This is an optimization exercise on Yosys and OpenROAD, whose aim is small area, not a production implementation. In this exercise RTL edits were held to simulation tests only and were not proved equivalent to the original. Power figures rest on the tool's default switching activity, not on a simulated workload.

==> design.v <==
module dcpu16_core (
    input  wire        clk,
    input  wire        rst,
    output reg         mem_req,
    output reg         mem_we,
    output wire [15:0] mem_addr,
    output wire [15:0] mem_wdata,
    input  wire        mem_ack,
    input  wire [15:0] mem_rdata,
    output wire        halted
);
    localparam [3:0] OP_EXT = 4'h0, OP_SET = 4'h1, OP_ADD = 4'h2, OP_SUB = 4'h3,
                     OP_MUL = 4'h4, OP_DIV = 4'h5, OP_MOD = 4'h6, OP_SHL = 4'h7,
                     OP_SHR = 4'h8, OP_AND = 4'h9, OP_BOR = 4'hA, OP_XOR = 4'hB,
                     OP_IFE = 4'hC, OP_IFN = 4'hD, OP_IFG = 4'hE, OP_IFB = 4'hF;
    localparam [5:0] EOP_JSR = 6'h01, EOP_INT = 6'h08, EOP_IAG = 6'h09, EOP_IAS = 6'h0A,
                     EOP_HWN = 6'h10, EOP_HWQ = 6'h11, EOP_HWI = 6'h12;
    localparam [5:0] OPC_POP = 6'h18, OPC_PEEK = 6'h19, OPC_PUSH = 6'h1A, OPC_SP = 6'h1B,
                     OPC_PC = 6'h1C, OPC_EX = 6'h1D, OPC_IA = 6'h1E, OPC_NW = 6'h1F;
    localparam [4:0] S_F0    = 5'd0,    
                     S_FETCH = 5'd1,    
                     S_DEC   = 5'd2,    
                     S_SKIP  = 5'd3,    
                     S_BNW   = 5'd4,    
                     S_BLOC  = 5'd5,    
                     S_BRD   = 5'd6,    
                     S_BMV   = 5'd7,    
                     S_APC   = 5'd8,    
                     S_ANW   = 5'd9,    
                     S_ALOC  = 5'd10,   
                     S_ARD   = 5'd11,   
                     S_SPUPD = 5'd12,   
                     S_REST  = 5'd13,   
                     S_EXEC  = 5'd14,   
                     S_STEP  = 5'd15,   
                     S_POST  = 5'd16,   
                     S_EXC   = 5'd17,   
                     S_WB    = 5'd18,   
                     S_WR    = 5'd19,   
                     S_JPC   = 5'd20,   
                     S_JSP   = 5'd21,   
                     S_I0    = 5'd22,   
                     S_ISP2  = 5'd23,   
                     S_IRA   = 5'd24,   
                     S_IA    = 5'd25,   
                     S_IIA   = 5'd26,   
                     S_HWQ0  = 5'd27,   
                     S_HWQ1  = 5'd28,   
                     S_HALT  = 5'd29;
    reg [4:0] state;
    reg [15:0] g0, g1, g2, g3, g4, g5, g6, g7;   
    reg [15:0] s0, s1;                           
    reg [2:0]  rp;           
    reg        clr;          
    wire       sclr = clr && rp[2:1] == 2'b00;    
    reg [15:0] pc, ex;
    reg [15:0] ir;
    reg [15:0] adr;          
    reg [15:0] va;           
    reg [15:0] vb;           
    reg [15:0] r;            
    reg [4:0]  cnt;
    reg        skip;
    reg        c;            
    reg        iph;          
    assign mem_addr  = adr;
    assign mem_wdata = vb;
    assign halted    = (state == S_HALT);
    wire [3:0] op    = ir[3:0];
    wire [5:0] bcode = ir[9:4];
    wire [5:0] acode = ir[15:10];
    wire [5:0] eop   = ir[9:4];
    wire       is_basic = (op != OP_EXT);
    wire e_jsr = !is_basic && eop == EOP_JSR;
    wire e_int = !is_basic && eop == EOP_INT;
    wire e_iag = !is_basic && eop == EOP_IAG;
    wire e_ias = !is_basic && eop == EOP_IAS;
    wire e_hwn = !is_basic && eop == EOP_HWN;
    wire e_hwq = !is_basic && eop == EOP_HWQ;
    wire e_hwi = !is_basic && eop == EOP_HWI;
    wire ext_assigned = e_jsr | e_int | e_iag | e_ias | e_hwn | e_hwq | e_hwi;
    wire has_d = is_basic | e_iag | e_hwn;           
    wire has_s = !(e_iag | e_hwn);                   
    wire [5:0] dcode = is_basic ? bcode : acode;
    wire rd_d  = is_basic && op != OP_SET;           
    wire is_cond = is_basic && op[3:2] == 2'b11;
    wire is_mc   = is_basic && (op == OP_MUL || op == OP_DIV || op == OP_MOD ||
                                op == OP_SHL || op == OP_SHR);
    function automatic f_nw(input [5:0] cd);
        f_nw = (cd[5:3] == 3'b010) || (cd == OPC_NW);
    endfunction
    function automatic f_mem(input [5:0] cd);
        f_mem = (cd[5:3] == 3'b010) || (cd[5:3] == 3'b001) ||
                (cd == OPC_POP) || (cd == OPC_PEEK) || (cd == OPC_PUSH);
    endfunction
    wire d_nw  = has_d && f_nw(dcode);
    wire s_nw  = has_s && f_nw(acode);
    wire d_mem = has_d && f_mem(dcode);
    wire s_mem = has_s && f_mem(acode);
    wire d_gpr = has_d && dcode[5:3] == 3'b000;
    wire d_pop  = has_d && dcode == OPC_POP;
    wire d_push = has_d && dcode == OPC_PUSH;
    wire s_pop  = has_s && acode == OPC_POP;
    wire s_push = has_s && acode == OPC_PUSH;
    wire [2:0] dd  = d_pop ? 3'd1 : d_push ? 3'b111 : 3'd0;
    wire [2:0] ds  = s_pop ? 3'd1 : s_push ? 3'b111 : 3'd0;
    wire [2:0] spd = dd + ds;                         
    wire [2:0] aoff = dd + (s_push ? 3'b111 : 3'd0);  
    function automatic [2:0] f_off(input [2:0] o);    
        case (o)
            3'd1:    f_off = 3'b001;
            3'd2:    f_off = 3'b011;
            3'd7:    f_off = 3'b100;
            3'd6:    f_off = 3'b110;
            default: f_off = 3'b000;
        endcase
    endfunction
    localparam [3:0] X_0 = 4'd0, X_T = 4'd1, X_U = 4'd2, X_PC = 4'd3, X_EX = 4'd4,
                     X_VB = 4'd5, X_R = 4'd6, X_RSH = 4'd7, X_LIT = 4'd8;
    localparam [1:0] A_ADD = 2'd0, A_AND = 2'd1, A_OR = 2'd2, A_XOR = 2'd3;
    reg [3:0]  xsel;
    reg        yva, yinv, k1, cin;
    reg [1:0]  aop;
    reg [4:0]  lit;
    reg [15:0] x;
    always @(*) begin
        case (xsel)
            X_T:     x = clr ? 16'h0000 : g0;
            X_U:     x = sclr ? 16'h0000 : s0;
            X_PC:    x = pc;
            X_EX:    x = ex;
            X_VB:    x = vb;
            X_R:     x = r;
            X_RSH:   x = {r[14:0], vb[15]};
            X_LIT:   x = {11'd0, lit};
            default: x = 16'h0000;
        endcase
    end
    wire [15:0] y = ((va & {16{yva}}) | {15'd0, k1}) ^ {16{yinv}};
    reg [16:0] cy;
    reg [15:0] sum;
    integer k;
    always @(*) begin
        cy[0] = cin;
        for (k = 0; k < 16; k = k + 1) begin
            sum[k]   = x[k] ^ y[k] ^ cy[k];
            cy[k+1]  = (x[k] & y[k]) | (cy[k] & (x[k] ^ y[k]));
        end
    end
    wire cout = cy[16];
    reg [15:0] z;
    always @(*) begin
        case (aop)
            A_AND:   z = x & y;
            A_OR:    z = x | y;
            A_XOR:   z = x ^ y;
            default: z = sum;
        endcase
    end
    wire zzero = (z == 16'h0000);
    wire ge = cout | r[15];
    wire [2:0] gidx_d = dcode[2:0];
    wire [2:0] gidx_a = acode[2:0];
    wire       al_sp  = !rp[0];
    wire       al_ia  = rp[0];
    wire       va_zero = (va == 16'h0000);
    wire       va_big  = (va[15:5] != 11'd0);
    reg        gwe, swe;                  
    reg        pc_ld, adr_ld, vb_ld, r_ld, ex_ld, va_ld;
    reg        va_rd, ir_rd;              
    reg [4:0]  nstate;
    reg        skip_n, c_ld, iph_n;
    reg [1:0]  cnt_op;                    
    reg [4:0]  cnt_in;
    reg [1:0]  sh;                        
    reg        div_step;
    function automatic [2:0] f_cls(input [5:0] cd);
        if (cd[5])                 f_cls = 3'd5;
        else if (cd[4:3] == 2'b00) f_cls = 3'd0;
        else if (cd[4:3] == 2'b01) f_cls = 3'd1;
        else if (cd[4:3] == 2'b10) f_cls = 3'd2;
        else if (cd[2:0] <= 3'd2)  f_cls = 3'd3;
        else if (cd[2:0] == 3'd3)  f_cls = 3'd4;
        else if (cd[2:0] == 3'd6)  f_cls = 3'd6;
        else                       f_cls = 3'd5;
    endfunction
    wire [2:0] dcls = f_cls(dcode);
    wire [2:0] acls = f_cls(acode);
    wire [4:0] after_a = (spd != 3'd0) ? S_SPUPD :
                         (d_mem && (s_nw || s_mem)) ? S_REST : S_EXEC;
    wire [4:0] after_b = !has_s ? after_a :
                         s_nw ? (d_mem ? S_APC : S_ANW) : S_ALOC;
    always @(*) begin
        gwe = 1'b0; swe = 1'b0;
        pc_ld = 1'b0; adr_ld = 1'b0; vb_ld = 1'b0; r_ld = 1'b0; ex_ld = 1'b0; va_ld = 1'b0;
        va_rd = 1'b0; ir_rd = 1'b0;
        xsel = X_0; yva = 1'b0; yinv = 1'b0; k1 = 1'b0; cin = 1'b0; aop = A_ADD;
        lit = dcode[4:0];
        mem_req = 1'b0; mem_we = 1'b0;
        nstate = state;
        skip_n = skip; c_ld = 1'b0; iph_n = iph;
        cnt_op = 2'd0; cnt_in = 5'd0;
        sh = 2'd0; div_step = 1'b0;
        case (state)
            S_F0: begin
                xsel = X_PC; adr_ld = 1'b1;
                nstate = S_FETCH;
            end
            S_FETCH: begin
                mem_req = 1'b1;
                xsel = X_PC; cin = 1'b1;
                if (mem_ack) begin
                    ir_rd = 1'b1; pc_ld = 1'b1; adr_ld = 1'b1;
                    nstate = S_DEC;
                end
            end
            S_DEC: begin
                if (!is_basic && !ext_assigned)
                    nstate = S_HALT;
                else if (skip)
                    nstate = S_SKIP;
                else if (has_d)
                    nstate = d_nw ? S_BNW : S_BLOC;
                else
                    nstate = s_nw ? S_ANW : S_ALOC;
            end
            S_SKIP: begin
                xsel = X_PC;
                k1  = d_nw & s_nw;
                cin = d_nw | s_nw;
                pc_ld = 1'b1; adr_ld = 1'b1;
                skip_n = 1'b0;
                nstate = S_FETCH;
            end
            S_BNW: begin
                mem_req = 1'b1;
                xsel = X_PC; cin = 1'b1;
                if (mem_ack) begin
                    va_rd = 1'b1; pc_ld = 1'b1; adr_ld = 1'b1;
                    nstate = S_BLOC;
                end
            end
            S_BLOC: begin
                lit = dcode[4:0];
                case (dcls)
                    3'd0: begin
                        if (is_mc) begin
                            xsel = X_T;
                            if (rp == gidx_d) begin vb_ld = 1'b1; nstate = after_b; end
                        end else
                            nstate = after_b;
                    end
                    3'd1, 3'd2: begin
                        xsel = X_T; yva = (dcls == 3'd2);
                        if (rp == gidx_d) begin
                            adr_ld = 1'b1; r_ld = 1'b1;
                            nstate = rd_d ? S_BRD : after_b;
                        end
                    end
                    3'd3: begin
                        xsel = X_U; yinv = (dcode == OPC_PUSH);
                        if (al_sp) begin
                            adr_ld = 1'b1; r_ld = 1'b1;
                            nstate = rd_d ? S_BRD : after_b;
                        end
                    end
                    3'd4: begin
                        xsel = X_U;
                        if (!rd_d) nstate = after_b;
                        else if (al_sp) begin vb_ld = 1'b1; nstate = after_b; end
                    end
                    3'd6: begin
                        xsel = X_U;
                        if (!rd_d) nstate = after_b;
                        else if (al_ia) begin vb_ld = 1'b1; nstate = after_b; end
                    end
                    default: begin
                        xsel = (dcode == OPC_PC) ? X_PC : (dcode == OPC_EX) ? X_EX :
                               (dcode == OPC_NW) ? X_0 : X_LIT;
                        yva  = (dcode == OPC_NW);
                        vb_ld = rd_d;
                        nstate = after_b;
                    end
                endcase
            end
            S_BRD: begin
                mem_req = 1'b1;
                if (mem_ack) begin
                    va_rd = 1'b1;
                    nstate = S_BMV;
                end
            end
            S_BMV: begin
                yva = 1'b1; vb_ld = 1'b1;
                nstate = after_b;
            end
            S_APC: begin
                xsel = X_PC; adr_ld = 1'b1;
                nstate = S_ANW;
            end
            S_ANW: begin
                mem_req = 1'b1;
                xsel = X_PC; cin = 1'b1;
                if (mem_ack) begin
                    va_rd = 1'b1; pc_ld = 1'b1; adr_ld = 1'b1;
                    nstate = S_ALOC;
                end
            end
            S_ALOC: begin
                lit = acode[4:0];
                case (acls)
                    3'd0: begin
                        xsel = X_T;
                        if (rp == gidx_a) begin va_ld = 1'b1; nstate = after_a; end
                    end
                    3'd1, 3'd2: begin
                        xsel = X_T; yva = (acls == 3'd2);
                        if (rp == gidx_a) begin adr_ld = 1'b1; nstate = S_ARD; end
                    end
                    3'd3: begin
                        xsel = X_U;
                        {yinv, k1, cin} = f_off(aoff);
                        if (al_sp) begin adr_ld = 1'b1; nstate = S_ARD; end
                    end
                    3'd4: begin
                        xsel = X_U;
                        {yinv, k1, cin} = f_off(dd);
                        if (al_sp) begin va_ld = 1'b1; nstate = after_a; end
                    end
                    3'd6: begin
                        xsel = X_U;
                        if (al_ia) begin va_ld = 1'b1; nstate = after_a; end
                    end
                    default: begin
                        if (acode == OPC_NW)
                            nstate = after_a;
                        else begin
                            xsel = (acode == OPC_PC) ? X_PC : (acode == OPC_EX) ? X_EX : X_LIT;
                            va_ld = 1'b1;
                            nstate = after_a;
                        end
                    end
                endcase
            end
            S_ARD: begin
                mem_req = 1'b1;
                if (mem_ack) begin
                    va_rd = 1'b1;
                    nstate = after_a;
                end
            end
            S_SPUPD: begin
                xsel = X_U;
                {yinv, k1, cin} = f_off(spd);
                if (al_sp) begin
                    swe = 1'b1;
                    nstate = (d_mem && (s_nw || s_mem)) ? S_REST : S_EXEC;
                end
            end
            S_REST: begin
                xsel = X_R; adr_ld = 1'b1;
                nstate = S_EXEC;
            end
            S_EXEC: begin
                if (is_basic) begin
                    case (op)
                        OP_MUL: begin
                            ex_ld = 1'b1;
                            cnt_op = 2'd1; cnt_in = 5'd16;
                            nstate = S_STEP;
                        end
                        OP_DIV, OP_MOD: begin
                            if (va_zero) begin
                                vb_ld = 1'b1; ex_ld = (op == OP_DIV);
                                nstate = S_WB;
                            end else begin
                                ex_ld = (op == OP_DIV); r_ld = 1'b1;
                                cnt_op = 2'd1; cnt_in = (op == OP_DIV) ? 5'd0 : 5'd16;
                                nstate = S_STEP;
                            end
                        end
                        OP_SHL, OP_SHR: begin
                            if (va_big) begin
                                vb_ld = 1'b1; ex_ld = 1'b1;
                                nstate = S_WB;
                            end else begin
                                ex_ld = 1'b1; r_ld = 1'b1;
                                cnt_op = 2'd1; cnt_in = va[4:0];
                                nstate = (va[4:0] == 5'd0) ? S_POST : S_STEP;
                            end
                        end
                        default: begin
                            xsel = (op == OP_SET) ? X_0 : (d_gpr ? X_T : X_VB);
                            yva  = 1'b1;
                            yinv = (op == OP_SUB) || (op == OP_IFG);
                            cin  = (op == OP_SUB) || (op == OP_IFG);
                            aop  = (op == OP_AND || op == OP_IFB) ? A_AND :
                                   (op == OP_BOR) ? A_OR :
                                   (op == OP_XOR || op == OP_IFE || op == OP_IFN) ? A_XOR : A_ADD;
                            if (!d_gpr || rp == gidx_d) begin
                                c_ld = 1'b1;
                                if (is_cond) begin
                                    case (op)
                                        OP_IFE:  skip_n = !zzero;
                                        OP_IFN:  skip_n = zzero;
                                        OP_IFG:  skip_n = !(cout && !zzero);
                                        default: skip_n = zzero;
                                    endcase
                                    nstate = S_F0;
                                end else begin
                                    gwe   = d_gpr;
                                    vb_ld = !d_gpr;
                                    nstate = (op == OP_ADD || op == OP_SUB) ? S_EXC :
                                             d_gpr ? S_F0 : S_WB;
                                end
                            end
                        end
                    endcase
                end else begin
                    case (eop)
                        EOP_JSR: nstate = S_JPC;
                        EOP_INT: nstate = S_I0;
                        EOP_IAG: begin
                            xsel = X_U;
                            if (al_ia) begin vb_ld = 1'b1; nstate = S_WB; end
                        end
                        EOP_IAS: begin
                            yva = 1'b1;
                            if (al_ia) begin swe = 1'b1; nstate = S_F0; end
                        end
                        EOP_HWN: begin
                            vb_ld = 1'b1; nstate = S_WB;
                        end
                        EOP_HWQ: nstate = S_HWQ0;
                        default: nstate = S_F0;      
                    endcase
                end
            end
            S_STEP: begin
                cnt_op = 2'd2;
                if (op == OP_MUL || op == OP_SHR) begin
                    xsel = X_EX; yva = (op == OP_MUL) & vb[0];
                    sh = 2'd1;
                end else begin
                    xsel = X_RSH; yva = 1'b1; yinv = 1'b1; cin = 1'b1;
                    sh = 2'd2; div_step = (op != OP_SHL);
                end
                if (cnt == 5'd1) nstate = S_POST;
            end
            S_POST: begin
                xsel = X_R;
                vb_ld = (op == OP_MOD);
                ex_ld = (op == OP_SHL || op == OP_SHR);
                nstate = S_WB;
            end
            S_EXC: begin
                yinv = (op == OP_SUB); cin = c;
                ex_ld = 1'b1;
                nstate = d_gpr ? S_F0 : S_WB;
            end
            S_WB: begin
                xsel = X_VB;
                case (dcls)
                    3'd0: if (rp == gidx_d) begin gwe = 1'b1; nstate = S_F0; end
                    3'd1, 3'd2, 3'd3: nstate = S_WR;
                    3'd4: if (al_sp) begin swe = 1'b1; nstate = S_F0; end
                    3'd6: if (al_ia) begin swe = 1'b1; nstate = S_F0; end
                    default: begin
                        if (dcode == OPC_PC) begin
                            pc_ld = 1'b1; adr_ld = 1'b1; nstate = S_FETCH;
                        end else if (dcode == OPC_EX) begin
                            ex_ld = 1'b1; nstate = S_F0;
                        end else
                            nstate = S_F0;
                    end
                endcase
            end
            S_WR: begin
                mem_req = 1'b1; mem_we = 1'b1;
                if (mem_ack) begin
                    if (e_jsr) begin
                        yva = 1'b1; pc_ld = 1'b1; adr_ld = 1'b1;
                        nstate = S_FETCH;
                    end else if (e_int) begin
                        iph_n = 1'b1;
                        nstate = iph ? S_IA : S_ISP2;
                    end else begin
                        xsel = X_PC; adr_ld = 1'b1;
                        nstate = S_FETCH;
                    end
                end
            end
            S_JPC: begin
                xsel = X_PC; vb_ld = 1'b1;
                nstate = S_JSP;
            end
            S_JSP, S_ISP2: begin
                xsel = X_U; yinv = 1'b1;
                if (al_sp) begin
                    swe = 1'b1; adr_ld = 1'b1;
                    nstate = (state == S_JSP) ? S_WR : S_IRA;
                end
            end
            S_I0: begin
                xsel = X_U;
                iph_n = 1'b0;
                if (al_ia) nstate = zzero ? S_F0 : S_JPC;
            end
            S_IRA: begin
                xsel = X_T;
                if (rp == 3'd0) begin vb_ld = 1'b1; nstate = S_WR; end
            end
            S_IA: begin
                yva = 1'b1;
                if (rp == 3'd0) begin gwe = 1'b1; nstate = S_IIA; end
            end
            S_IIA: begin
                xsel = X_U;
                if (al_ia) begin pc_ld = 1'b1; adr_ld = 1'b1; nstate = S_FETCH; end
            end
            S_HWQ0: begin
                if (rp == 3'd0) begin gwe = 1'b1; nstate = S_HWQ1; end
            end
            S_HWQ1: begin
                gwe = 1'b1;
                if (rp == 3'd4) nstate = S_F0;
            end
            default: nstate = S_HALT;    
        endcase
    end
    wire [15:0] gtap = clr ? 16'h0000 : g0;
    wire [15:0] stap = sclr ? 16'h0000 : s0;
    always @(posedge clk) begin
        g0 <= g1; g1 <= g2; g2 <= g3; g3 <= g4; g4 <= g5; g5 <= g6; g6 <= g7;
        g7 <= (gwe && !rst) ? z : gtap;
        s0 <= s1;
        s1 <= (swe && !rst) ? z : stap;
        if (rst) begin
            rp    <= 3'd0;
            clr   <= 1'b1;
            state <= S_FETCH;
            pc    <= 16'h0000;
            adr   <= 16'h0000;
            ex    <= 16'h0000;
            skip  <= 1'b0;
        end else begin
            rp <= rp + 3'd1;
            if (rp == 3'd7) clr <= 1'b0;
            state <= nstate;
            skip  <= skip_n;
            iph   <= iph_n;
            if (c_ld) c <= cout;
            if (pc_ld)  pc  <= z;
            if (adr_ld) adr <= z;
            if (ir_rd)  ir  <= mem_rdata;
            if (va_rd)      va <= mem_rdata;
            else if (va_ld) va <= z;
            if (sh == 2'd1) begin
                ex <= {cout & (op == OP_MUL), z[15:1]};
                vb <= {z[0], vb[15:1]};
                r  <= {vb[0], r[15:1]};
            end else if (sh == 2'd2) begin
                r  <= (div_step && ge) ? z : {r[14:0], vb[15]};
                if (op == OP_MOD)
                    vb <= {vb[14:0], ge};
                else begin
                    vb <= {vb[14:0], ex[15]};
                    ex <= {ex[14:0], div_step & ge};
                end
            end else begin
                if (vb_ld) vb <= z;
                if (r_ld)  r  <= z;
                if (ex_ld) ex <= z;
            end
            case (cnt_op)
                2'd1: cnt <= cnt_in;
                2'd2: cnt <= cnt - 5'd1;
                default: ;
            endcase
        end
    end
endmodule
==> run.sh <==
#!/bin/bash
# synth_recipe.tcl (not shown) runs the flow's synth.tcl, then flattens the netlist and writes it again
# the make line also repeats each setting of config.mk as NAME=value (left out here)
make -C /OpenROAD-flow-scripts/flow DESIGN_CONFIG=/design/flow/config.mk WORK_HOME=/design/flow/orfs CLKGATE_MAP_FILE= SYNTH_SCRIPT=/design/flow/synth_recipe.tcl finish
==> config.mk <==
export PLATFORM = sky130hd
export DESIGN_NAME = dcpu16_core
export DESIGN_NICKNAME = dcpu16_core
export VERILOG_FILES = /design/flow/design.v
export SDC_FILE = /design/flow/constraint.sdc
export NUM_CORES = 4
export LEC_CHECK = 0
export CAP_MARGIN = 30
export CORE_MARGIN = 2
export CORE_UTILIZATION = 30
export SLEW_MARGIN = 30
==> constraint.sdc <==
create_clock -name core_clock -period 10.0 [get_ports {clk}]
set_input_delay 2.0000 -clock core_clock [delete_from_list [all_inputs] [get_ports {clk}]]
set_output_delay 2.0000 -clock core_clock [all_outputs]
set_load 0.01 [all_outputs]
==> impl_metrics.yaml <==
finish:
  syn2layout_area_growth_pct: 25.23
  nNetsFinal: 2045
  n_antenna_cell: 0
  num-fill-cells: 5245
  final_cell_count_no_fill: 2679
  drive_gt1_share_pct: 18.68
setup_path:
  critPathLaunchType: "input pin"
  max_stage_delay_ns: 0.41
  cp_common_cell: "fa_2"
  cp-end-kind: "register"
  crit_fanout: 3
  cp.arrival_ns: 10.50
  path_class: "input pin to register"
  crit_slowest_cell: "fa_2"
  required_ns: 10.46
floorplanning:
  placeableCoreArea_sq_um: 52450
  die_h_microns: 234.2
  initial_core_util_pct: 30.30
  die_area_sq_um: 54830
  rows: 84
  boundaryPins: 54
  die_w_microns: 234.2
synthesis:
  ys.flop_type: "dfxtp_1"
  ys_types: 100
  synth_edf_count: 71
  syn_nets: 1864
  synth_top_area_share_pct: 27.46
  synth_compound_area_share_pct: 21.48
  synth_area_sq_um: 15890
  yosys.area_share.simple_pct: 19.51
  synth_seq_area_share_pct: 40.88
  synth.area.top_cells: "dfxtp_1 (27%), edfxtp_1 (13%), nand2_1 (5.3%)"
  avgSynthCellArea_sq_um: 8.903
  synth_seq_cells: 289
  synth_warnings: 1
  synth_cells: 1785
  synth_top_area_cell: "dfxtp_1"
  synth_top_family_by_area: "compound AO/OA/AOI/OAI gates"
  synth_xor_area_share_pct: 2.921
  async_reset_ff_share_pct: 0
  synthAdderAreaFrac_pct: 5.795
  synthMuxAreaShare_pct: 5.070
routing:
  vias_per_cell: 5.688
  drtPass1Iterations: 8
  wl_microns: 67380
  route.detailed.drc: 0
  ant_nets: 0
  dr_wl_met2_microns: 29690
  highest_layer: "met4"
  vias: 15239
  wl_per_cell_microns: 25.15
  wl_met3_microns: 5457
  dr.first_iter.drc_count: 1864
  drt-met1-wl_microns: 30300
power:
  leakage_nw: 7.623
  power.density_nw_per_um2: 351.1
  vdd_drop_max_v: 0.0001675
  power_mw: 6.987
timing:
  fin_tns_setup_ns: -0.05692
  rsz0062_at_grt: "true"
  finalSetupViolations: 2
  clock_skew_ns: 0.02338
  tightest_slew_ns: 1.057
  slew_headroom_pct: 29.55
  max_freq_mhz: 99.54
  final_max_slew_viol_count: 0
  setup_ws_ns: -0.04671
  post-route-min-period_ns: 10.05
  period_share_pct: 100.5
  hold_viol: 0
cts:
  clock_latency_ns: 0.57
  cts_made_buffers: 34
  cts_tree: "yes"
  cts_sinks: 289
  clockBufferDepth: 3
  cts_root_buf: "clkbuf_16"
  cts_max_level: 2
  clkSlewWorstSetupHoldPaths_ns: 0.06
global_routing:
  grt_pass1_vias: 14138
  grt_pass1_wl_microns: 97610
  track_usage_pct: 24.27
  gr-total-overflow: 0
  antenna_found_initial: 0
  grt_max_degree: 66
placement:
  hpwl_microns: 51110
  gp_congestion: 0.9902
  io_buffers: 53
  dpl_worst_slack_ns: -1.260
  place_inst: 2604
worst_hold_path:
  min_path_type: "register to register"
run_status:
  status: "finished with violations"
  so_faults: "setup timing"
flow_run:
  drv_cap: 0
[timing repair]
item	4_1_cts	5_1_grt
buffers inserted	2	11
resized for setup	13	39
endpoints found under the setup margin	32	31
hold buffers	0	0
cloned	0	1
pin swaps	5	14
[area by class of cell]
| cell class | instances | area, sq um | area share (%) |
|---|---|---|---|
| multi-input combinational | 1332 | 8977 | 45.11 |
| sequential | 289 | 6496 | 32.64 |
| timing repair buffer | 274 | 2272 | 11.42 |
| clock inverter | 14 | 193.9 | 0.9745 |
| inverter | 35 | 131.4 | 0.6601 |
| tap | 688 | 860.8 | 4.325 |
| clock buffer | 47 | 969.7 | 4.872 |
[state kept, by name (all words and copies together) (netlist names), 16 cells and up]
signal,cells
pc,16
r,16
adr,16
g4,16
va,16
g7,16
ex,16
g0,16
s1,16
ir,16
g3,16
g5,16
vb,16
g1,16
g6,16
s0,16
g2,16
[synth_stat cells, drive strengths merged (7+ instances only)]
master	number
a211o	20
a211oi	40
inv	33
a311oi	10
a221oi	14
nor3	44
nand4	11
xor2	23
mux2	9
a221o	9
a21o	14
nor2b	24
edfxtp	71
a22o	12
buf	42
nand2	225
xnor2	30
o21ai	120
and3	19
nor2	153
mux2i	70
or3	7
o211ai	24
a21oi	92
o31ai	17
dfxtp	218
nand2b	24
a2111oi	9
nor3b	8
nand3	49
nor4	18
o21a	7
fa	20
a22oi	7
ha	40
a31oi	42
clkbuf	87
and2	20
[routing by layer]
| metal | track usage (%) | vias to the layer above |
|---|---|---|
| met4 | 6.982 | 0 |
| met1 | 34.75 | 7476 |
| met2 | 37.19 | 764 |
| li1 | - | 6892 |
| met5 | 0 | - |
| met3 | 4.329 | 107 |
[through the flow]
step	hold WS (ns)	utilization (%)	area, sq um
after floorplan	0.3096	-	15970
after global placement	0.3097	35.18	18450
after detailed placement	0.3121	35.22	18470
after CTS	0.3182	37.52	19680
after global routing	0.3184	37.95	19900
final	0.3174	37.95	19900
[placed cells by master, fill, tap and decap left out, types with 20 or more instances in the layout]
master,Yosys,final
nand2_1,225,221
dfxtp_1,218,218
buf_4,3,213
nor2_1,152,147
o21ai_0,116,106
a21oi_1,91,87
edfxtp_1,71,71
mux2i_1,69,69
clkdlybuf4s50_1,0,51
nand3_1,49,48
nor3_1,42,42
a31oi_1,42,41
ha_1,40,39
a211oi_1,39,37
clkbuf_16,0,35
xnor2_1,30,30
inv_1,33,29
nand2b_1,24,24
o211ai_1,23,23
nor2b_1,24,22
xor2_1,23,22
a211o_1,20,20
[report_power, final]
group,internal [mW],switching [mW]
clock,0.724,0.548
sequential,1.41,0.0966
combinational,1.58,2.63
total,3.72,3.27
[critical path: cells and delay by family]
family / cells / cell delay, ns
AO/OA/AOI/OAI: 8 / 1.75
adder cells (fa/ha/maj): 16 / 5.46
buffers and inverters: 5 / 0.43
AND/OR/NAND/NOR: 6 / 0.87
[final timing paths]
| check | endpoint | cells after the start | slack [ns] | start |
|---|---|---|---|---|
| min | g5[5] | 0 | 0.32 | g6[5] |
| min reg2reg | g5[5] | 0 | 0.32 | g6[5] |
| max reg2reg | skip | 37 | 0 | ir[3] |
| max | skip | 35 | -0.05 | mem_ack |
[cell families (layout without fill, tap and decap cells)]
family / Yosys count / after routing
AND/OR/NAND/NOR: 638 / 638
multiplexers: 79 / 79
buffers and inverters: 164 / 370
adder cells (fa/ha/maj): 62 / 62
XOR/XNOR: 53 / 53
AO/OA/AOI/OAI: 500 / 500
flip-flops: 289 / 289

[afterwards: timing with drivers on the ports]
Ports are ideal in the flow. The routed layout listed here was re-timed in OpenROAD.
Step 1 sets driving cells, clkbuf_16 on the clock port and buf_2 on the other inputs (assumed; they add their load-dependent delay and slew).
Step 2, shift: input delay + t, output delay - t, t = (earliest + latest rising clock arrival at the registers) / 2. This alone moves slack from input paths to output paths.
Slacks: no drivers / after step 1 / after step 2; pairs: no drivers / after step 1.
t, ns: 0.612
setup WS [ns]: -0.047 / -0.027 / -0.639
worst slew at a driven data input, ns: 0.05
The setup slack of this run moves by +0.020 ns with the drivers and by -0.592 ns with both steps.
